Context: an optimization exercise on an open-source flow, tuned for small area, a short achievable clock period and few clock cycles. The choices shown serve that exercise and are no tape-out recipe.
RTL that was checked went through simulation tests only; none was proved equivalent to the original.
No activity file was given, so power comes from the tool's default toggle rates.

## the reference run
Design woled_ctrl, start of the top module:
module woled_ctrl (
    input  wire        clk,
    input  wire        rst,
    input  wire        req_valid,
    output wire        req_ready,
    input  wire [95:0] req_desc,
    input  wire [15:0] req_len,        
    output reg         ev_valid,
    input  wire        ev_ready,
    output reg  [2:0]  ev_kind,
    output wire [15:0] ev_data,
    input  wire [1:0]  ev_fail,
    output wire [6:0]  pix_x,
    output wire [5:0]  pix_y,
    input  wire        pix_color,
    output wire [15:0] buf_idx,
    input  wire        buf_color,
    output wire [15:0] str_idx,
    input  wire [7:0]  str_byte,
    output wire [7:0]  glyph_ch,
    output wire [2:0]  glyph_row,
    input  wire [7:0]  glyph_bits
);
For scale: ~180 flip-flops, ~210 I/O pins, roughly 14000 um2 of cells after synthesis.
export LEC_CHECK = 0
export CAP_MARGIN = 20
export CORE_MARGIN = 2
export CORE_UTILIZATION = 40
export SLEW_MARGIN = 20
create_clock -name core_clock -period 12.0 [get_ports {clk}]
standard.sh (not shown) runs the stock make flow with config.mk's settings and CLKGATE_MAP_FILE= SYNTH_SCRIPT=/design/flow/synth_recipe.tcl, a recipe that flattens the netlist after the stock synthesis.
==> flow/flow/run.sh <==
#!/bin/bash
# Own layout flow: the standard layout (standard synthesis, floorplan,
# placement, CTS, routing, via standard.sh) with these changes to how the
# layout is made; the SDC and the clock period are unchanged:
#  - every input and output port still gets its own buffer, but a plain
#    small buffer cell instead of the delay cell buffer_ports picks by default;
#  - CTS builds the clock tree from smaller clock buffers.
# make's output goes to flow_standard.log; each ORFS step logs under orfs/logs.
set -euo pipefail
MARGIN=${MARGIN:-8}
PORTBUF=${PORTBUF:-sky130_fd_sc_hd__buf_1}
CTSBUF=${CTSBUF:-sky130_fd_sc_hd__clkbuf_8}
bash standard.sh SETUP_SLACK_MARGIN=$MARGIN "BUFFER_PORTS_ARGS=-buffer_cell $PORTBUF" \
  CTS_BUF_LIST=$CTSBUF finish > flow_standard.log 2>&1
The final layout from the reference run, which completed every stage, passed the timing, design-rule and antenna checks at the end of the flow.
Testbench counts of the reference run, summed over its fixed seeds: cycles 340,417.
diff inputs: the reference run => the trial run
==> flow/flow/run.sh <==
#!/bin/bash
# Own layout flow: the standard layout (standard synthesis, floorplan,
# placement, CTS, routing, via standard.sh) with these changes to how the
# layout is made; the SDC and the clock period are unchanged:
#  - every input and output port still gets its own buffer, but a plain
#    small buffer cell instead of the delay cell buffer_ports picks by default;
#  - CTS builds the clock tree from smaller clock buffers;
#  - the core is smaller and the placement denser, for shorter wires.
# make's output goes to flow_standard.log; each ORFS step logs under orfs/logs.
set -euo pipefail
MARGIN=${MARGIN:-8}
PORTBUF=${PORTBUF:-sky130_fd_sc_hd__buf_1}
CTSBUF=${CTSBUF:-sky130_fd_sc_hd__clkbuf_8}
bash standard.sh SETUP_SLACK_MARGIN=$MARGIN "BUFFER_PORTS_ARGS=-buffer_cell $PORTBUF" \
  CTS_BUF_LIST=$CTSBUF CORE_UTILIZATION=${UTIL:-60} PLACE_DENSITY=${DENS:-0.75} finish > flow_standard.log 2>&1
Notes after the runs:
Of the reference run and the trial run, the run reporting the lower minimum setup slack after placement was the trial run. Compared with the reference run, the trial run shows instance count after placement with tap cells included lower by 172. For the part of the total power dissipated in the clock network, the trial run came in 1.0 points higher than the reference run did. The trial run against the reference run: post-detailed-routing wire length down 8.5%; proportion of synthesized chip area in sequential cells ~0 delta; power has decreased. Relative to the reference run, the trial run improves cell area. Relative area of non-clock buffer cells in the final design, the reference run and the trial run: higher on the reference run. The global router's overall resource usage reported for the trial run is greater than that of the reference run by 9.4 points. Run comparison: the reference run critical path launch point code[0]$_SDFFCE_PN0P_; the trial run critical path launch point glyph_bits[2]. The lower fraction of area in multi-input gates of the reference run and the trial run is in the reference run.

== job 4740 ==
Another version of the RTL of woled_ctrl (not shown whole).
Size: roughly 1,600 cells after synthesis, ~210 I/O pins, about 0.015 mm2 of cells after synthesis.
==> flow/config.mk <==
export PLATFORM = sky130hd
export DESIGN_NAME = woled_ctrl
export DESIGN_NICKNAME = woled_ctrl
export VERILOG_FILES = /design/flow/design.v
export SDC_FILE = /design/flow/constraint.sdc
export NUM_CORES = 4
export LEC_CHECK = 0
export CAP_MARGIN = 20
export CORE_MARGIN = 2
export CORE_UTILIZATION = 40
export SLEW_MARGIN = 20
==> flow/constraint.sdc <==
create_clock -name core_clock -period 12.0 [get_ports {clk}]
set_input_delay 2.4000 -clock core_clock [delete_from_list [all_inputs] [get_ports {clk}]]
set_output_delay 2.4000 -clock core_clock [all_outputs]
set_load 0.01 [all_outputs]
==> flow/flow/run.sh <==
#!/bin/bash
# Own layout flow: the standard layout (standard synthesis, floorplan,
# placement, CTS, routing, via standard.sh) with these changes to how the
# layout is made; the SDC and the clock period are unchanged:
#  - every input and output port still gets its own buffer, but a plain
#    small buffer cell instead of the delay cell buffer_ports picks by default;
#  - CTS builds the clock tree from smaller clock buffers;
#  - the core is smaller and the placement denser, for shorter wires.
# make's output goes to flow_standard.log; each ORFS step logs under orfs/logs.
set -euo pipefail
MARGIN=${MARGIN:-8.3}
PORTBUF=${PORTBUF:-sky130_fd_sc_hd__buf_1}
CTSBUF=${CTSBUF:-sky130_fd_sc_hd__clkbuf_8}
bash standard.sh SETUP_SLACK_MARGIN=$MARGIN "BUFFER_PORTS_ARGS=-buffer_cell $PORTBUF" \
  CTS_BUF_LIST=$CTSBUF CORE_UTILIZATION=${UTIL:-60} PLACE_DENSITY=${DENS:-0.75} finish > flow_standard.log 2>&1
For job 5004, these inputs were changed with respect to job 4740:
-- flow/flow/run.sh --
<<< job 4740, line 9
# make's output goes to flow_standard.log; each ORFS step logs under orfs/logs.
set -euo pipefail
MARGIN=${MARGIN:-8.3}
PORTBUF=${PORTBUF:-sky130_fd_sc_hd__buf_1}
CTSBUF=${CTSBUF:-sky130_fd_sc_hd__clkbuf_8}
>>> job 5004, line 9
# make's output goes to flow_standard.log; each ORFS step logs under orfs/logs.
set -euo pipefail
MARGIN=${MARGIN:-8}
PORTBUF=${PORTBUF:-sky130_fd_sc_hd__buf_1}
CTSBUF=${CTSBUF:-sky130_fd_sc_hd__clkbuf_8}
==> comparison <==
- Per the comparison of job 5004 with job 4740, length of routed wiring on met1 moved up, smallest setup slack after layout went down 0.12 ns, relative contribution of combinational cells to total power fell 0.8 points, largest net degree at the start of global routing has increased.
No functional check of the RTL was part of any run of this note.

Another version of the RTL of woled_ctrl (not shown whole).
Size: about 1600 cells after synthesis, about 180 flip-flops, ~210 I/O pins, about 14000 sq um of cells after synthesis.
clock: 12.0 ns
lec_check: 0
cap_margin: 20
core_margin: 2
core_utilization: 40
slew_margin: 20
==> flow/flow/run.sh <==
#!/bin/bash
# Own layout flow: the standard layout (standard synthesis, floorplan,
# placement, CTS, routing, via standard.sh) with these changes to how the
# layout is made; the SDC and the clock period are unchanged:
#  - every input and output port still gets its own buffer, but a plain
#    small buffer cell instead of the delay cell buffer_ports picks by default;
#  - CTS builds the clock tree from smaller clock buffers;
#  - the core is smaller and the placement denser, for shorter wires.
# make's output goes to flow_standard.log; each ORFS step logs under orfs/logs.
set -euo pipefail
MARGIN=${MARGIN:-8}
PORTBUF=${PORTBUF:-sky130_fd_sc_hd__buf_1}
CTSBUF=${CTSBUF:-sky130_fd_sc_hd__clkbuf_8}
bash standard.sh SETUP_SLACK_MARGIN=$MARGIN "BUFFER_PORTS_ARGS=-buffer_cell $PORTBUF" \
  CTS_BUF_LIST=$CTSBUF CORE_UTILIZATION=${UTIL:-70} PLACE_DENSITY=${DENS:-0.85} finish > flow_standard.log 2>&1
The first run passed the timing, design-rule and antenna checks.
Testbench counts at the start, summed over its fixed seeds: cycles 340,745.
Change:
--- a/flow/flow/run.sh
+++ b/flow/flow/run.sh
@@ -13,3 +13,3 @@
 CTSBUF=${CTSBUF:-sky130_fd_sc_hd__clkbuf_8}
 bash standard.sh SETUP_SLACK_MARGIN=$MARGIN "BUFFER_PORTS_ARGS=-buffer_cell $PORTBUF" \
-  CTS_BUF_LIST=$CTSBUF CORE_UTILIZATION=${UTIL:-70} PLACE_DENSITY=${DENS:-0.85} finish > flow_standard.log 2>&1
+  CTS_BUF_LIST=$CTSBUF CORE_UTILIZATION=${UTIL:-60} PLACE_DENSITY=${DENS:-0.75} finish > flow_standard.log 2>&1
Outcome: Routed wire length came out higher by about 1.7%. Total power goes up by 0.84%. Cell count grows by 1.3%. Clock power grows by about 4%. Area after synthesis stays the same. Global-route usage drops by 4.3 points. Setup slack improves by 0.020 ns. Maximum frequency increases by about 0.5%. Worst hold slack gets better by 0.027 ns.
Change:
--- a/flow/flow/run.sh
+++ b/flow/flow/run.sh
@@ -9,5 +9,5 @@
 # make's output goes to flow_standard.log; each ORFS step logs under orfs/logs.
 set -euo pipefail
-MARGIN=${MARGIN:-8}
+MARGIN=${MARGIN:-8.3}
 PORTBUF=${PORTBUF:-sky130_fd_sc_hd__buf_1}
 CTSBUF=${CTSBUF:-sky130_fd_sc_hd__clkbuf_8}
After rerunning: Total power stays flat; wire length is higher slightly; core utilization is higher by 1.1 points; cell area is higher slightly; non-clock buffer count is higher by 25; worst hold slack loses 0.030 ns; setup slack gains 0.088 ns; count of clock-buffer cells in the layout does not change; clock skew is lower by 0.0058 ns; die area is unchanged; synthesized cell count does not change.

wip/garnet:
woled_ctrl, a different RTL version from the one above (not shown whole).
Size in the first run: ~1,800 cells after synthesis, about 220 flip-flops, ~210 I/O pins, roughly 0.016 mm2 of cells after synthesis.
clock: 12.0 ns
lec_check: 0
cap_margin: 20
core_margin: 2
core_utilization: 40
slew_margin: 20
==> flow/flow/run.sh <==
#!/bin/bash
set -euo pipefail
MARGIN=${MARGIN:-9}
bash standard.sh SETUP_SLACK_MARGIN=$MARGIN finish > flow_standard.log 2>&1
wip/garnet finished every step from synthesis to the final layout, and the layout passed the timing, design-rule and antenna checks.
### wip/garnet -> wip/tundra
==> flow/flow/run.sh <==
#!/bin/bash
set -euo pipefail
MARGIN=${MARGIN:-8}
bash standard.sh SETUP_SLACK_MARGIN=$MARGIN finish > flow_standard.log 2>&1
Results
- Summary of wip/tundra over wip/garnet: post-route non-filler standard cell count now smaller; first-iteration DRC count now smaller; number of vias after detailed routing now smaller; worst setup slack after placement now smaller.
- Cmp wip/tundra and wip/garnet / share of total power in combinational logic / higher: wip/garnet
- There was hardly any difference in sequential power between wip/tundra and wip/garnet.
#### Input delta (wip/yarrow over wip/tundra)
==> flow/flow/run.sh <==
#!/bin/bash
set -euo pipefail
MARGIN=${MARGIN:-8}
PORTBUF=${PORTBUF:-sky130_fd_sc_hd__buf_1}
bash standard.sh SETUP_SLACK_MARGIN=$MARGIN "BUFFER_PORTS_ARGS=-buffer_cell $PORTBUF" finish > flow_standard.log 2>&1
## What came out
- Relative to wip/tundra, the count of clock-buffer cells in the layout measured on wip/yarrow has increased by a few percent.
- Lower utilization after layout among wip/tundra and wip/yarrow: wip/yarrow
- wip/yarrow finished every stage and its layout cleared the timing, design-rule and antenna checks.
- buf_1 as the most common cell after layout, fill and taps aside was reported by wip/yarrow, and clkdlybuf4s50_1 by wip/tundra.
- wip/yarrow: critical path depth is 2 lower than what wip/tundra reported.
Changes in wip/willow relative to wip/yarrow:
==> flow/flow/run.sh <==
#!/bin/bash
set -euo pipefail
MARGIN=${MARGIN:-8}
PORTBUF=${PORTBUF:-sky130_fd_sc_hd__buf_2}
bash standard.sh SETUP_SLACK_MARGIN=$MARGIN "BUFFER_PORTS_ARGS=-buffer_cell $PORTBUF" finish > flow_standard.log 2>&1
Findings:
- Per the comparison of wip/willow with wip/yarrow, routed via count did not really move; final core utilization increased by 0.49 points relative to the old numbers; post-route non-filler standard cell count flat.
- wip/willow gives more fraction of final layout cells sized beyond drive strength 1 than wip/yarrow did.
- Delta (wip/willow minus wip/yarrow): setup slack went up; highest ir drop seen on vdd went down.
- wip/willow against wip/yarrow: routed wire length shows an increase of about 1.3%; leakage dissipation shows an increase of 0.63 nW.
- Looking at most common cell after layout, fill and taps aside, the buf_2 result is from wip/willow; the buf_1 one comes from wip/yarrow.
No run of this note included a check of the RTL's function; only the layout flow was run.

==> separate check: timing with driven ports <==
Ports are ideal in the flow. The routed layouts listed here were re-timed in OpenROAD. Step 1 (the two cells are an assumption about what drives the block):
set clk [get_ports {clk}]
set_driving_cell -lib_cell sky130_fd_sc_hd__clkbuf_16 $clk
set_driving_cell -lib_cell sky130_fd_sc_hd__buf_2 [delete_from_list [all_inputs] $clk]
Step 2 adds t to the input delays and takes it off the output delays; t is the mean of the earliest and latest rising clock arrival at the registers after step 1. Input paths then give back, and output paths get back, about the clock's delay inside the block. Three values: no drivers, after step 1, after step 2; two values: the first two.
run	t (ns)	slack for setup (ns)	worst setup path after step 2	worst data-port slew with drivers (ns)	pins driven straight from the clock port
the reference run	0.553	8.062 / 8.047 / 7.599	input to register	0.04	1
the trial run	0.524	8.125 / 8.107 / 7.624	input to register	0.05	1
job 4740	0.530	8.238 / 8.191 / 7.899	input to register	0.05	1
job 5004	0.536	8.123 / 8.076 / 7.612	input to register	0.04	1
the first run of note 3	0.536	8.115 / 8.076 / 7.605	input to register	0.05	1
the second run of note 3	0.530	8.135 / 8.090 / 7.630	input to register	0.04	1
the third run of note 3	0.534	8.222 / 8.245 / 7.712	input to register	0.04	1
wip/garnet	0.612	8.014 / 8.014 / 7.440	input to register	0.06	1
wip/tundra	0.611	7.868 / 7.868 / 7.308	input to register	0.06	1
wip/yarrow	0.611	7.834 / 7.834 / 7.354	input to register	0.06	1
wip/willow	0.607	7.861 / 7.861 / 7.315	input to register	0.05	1
After both steps setup and hold are still met in every run listed. The setup slack of wip/garnet, which loses most, moves by 0.000 ns with the drivers and by -0.574 ns with both steps.
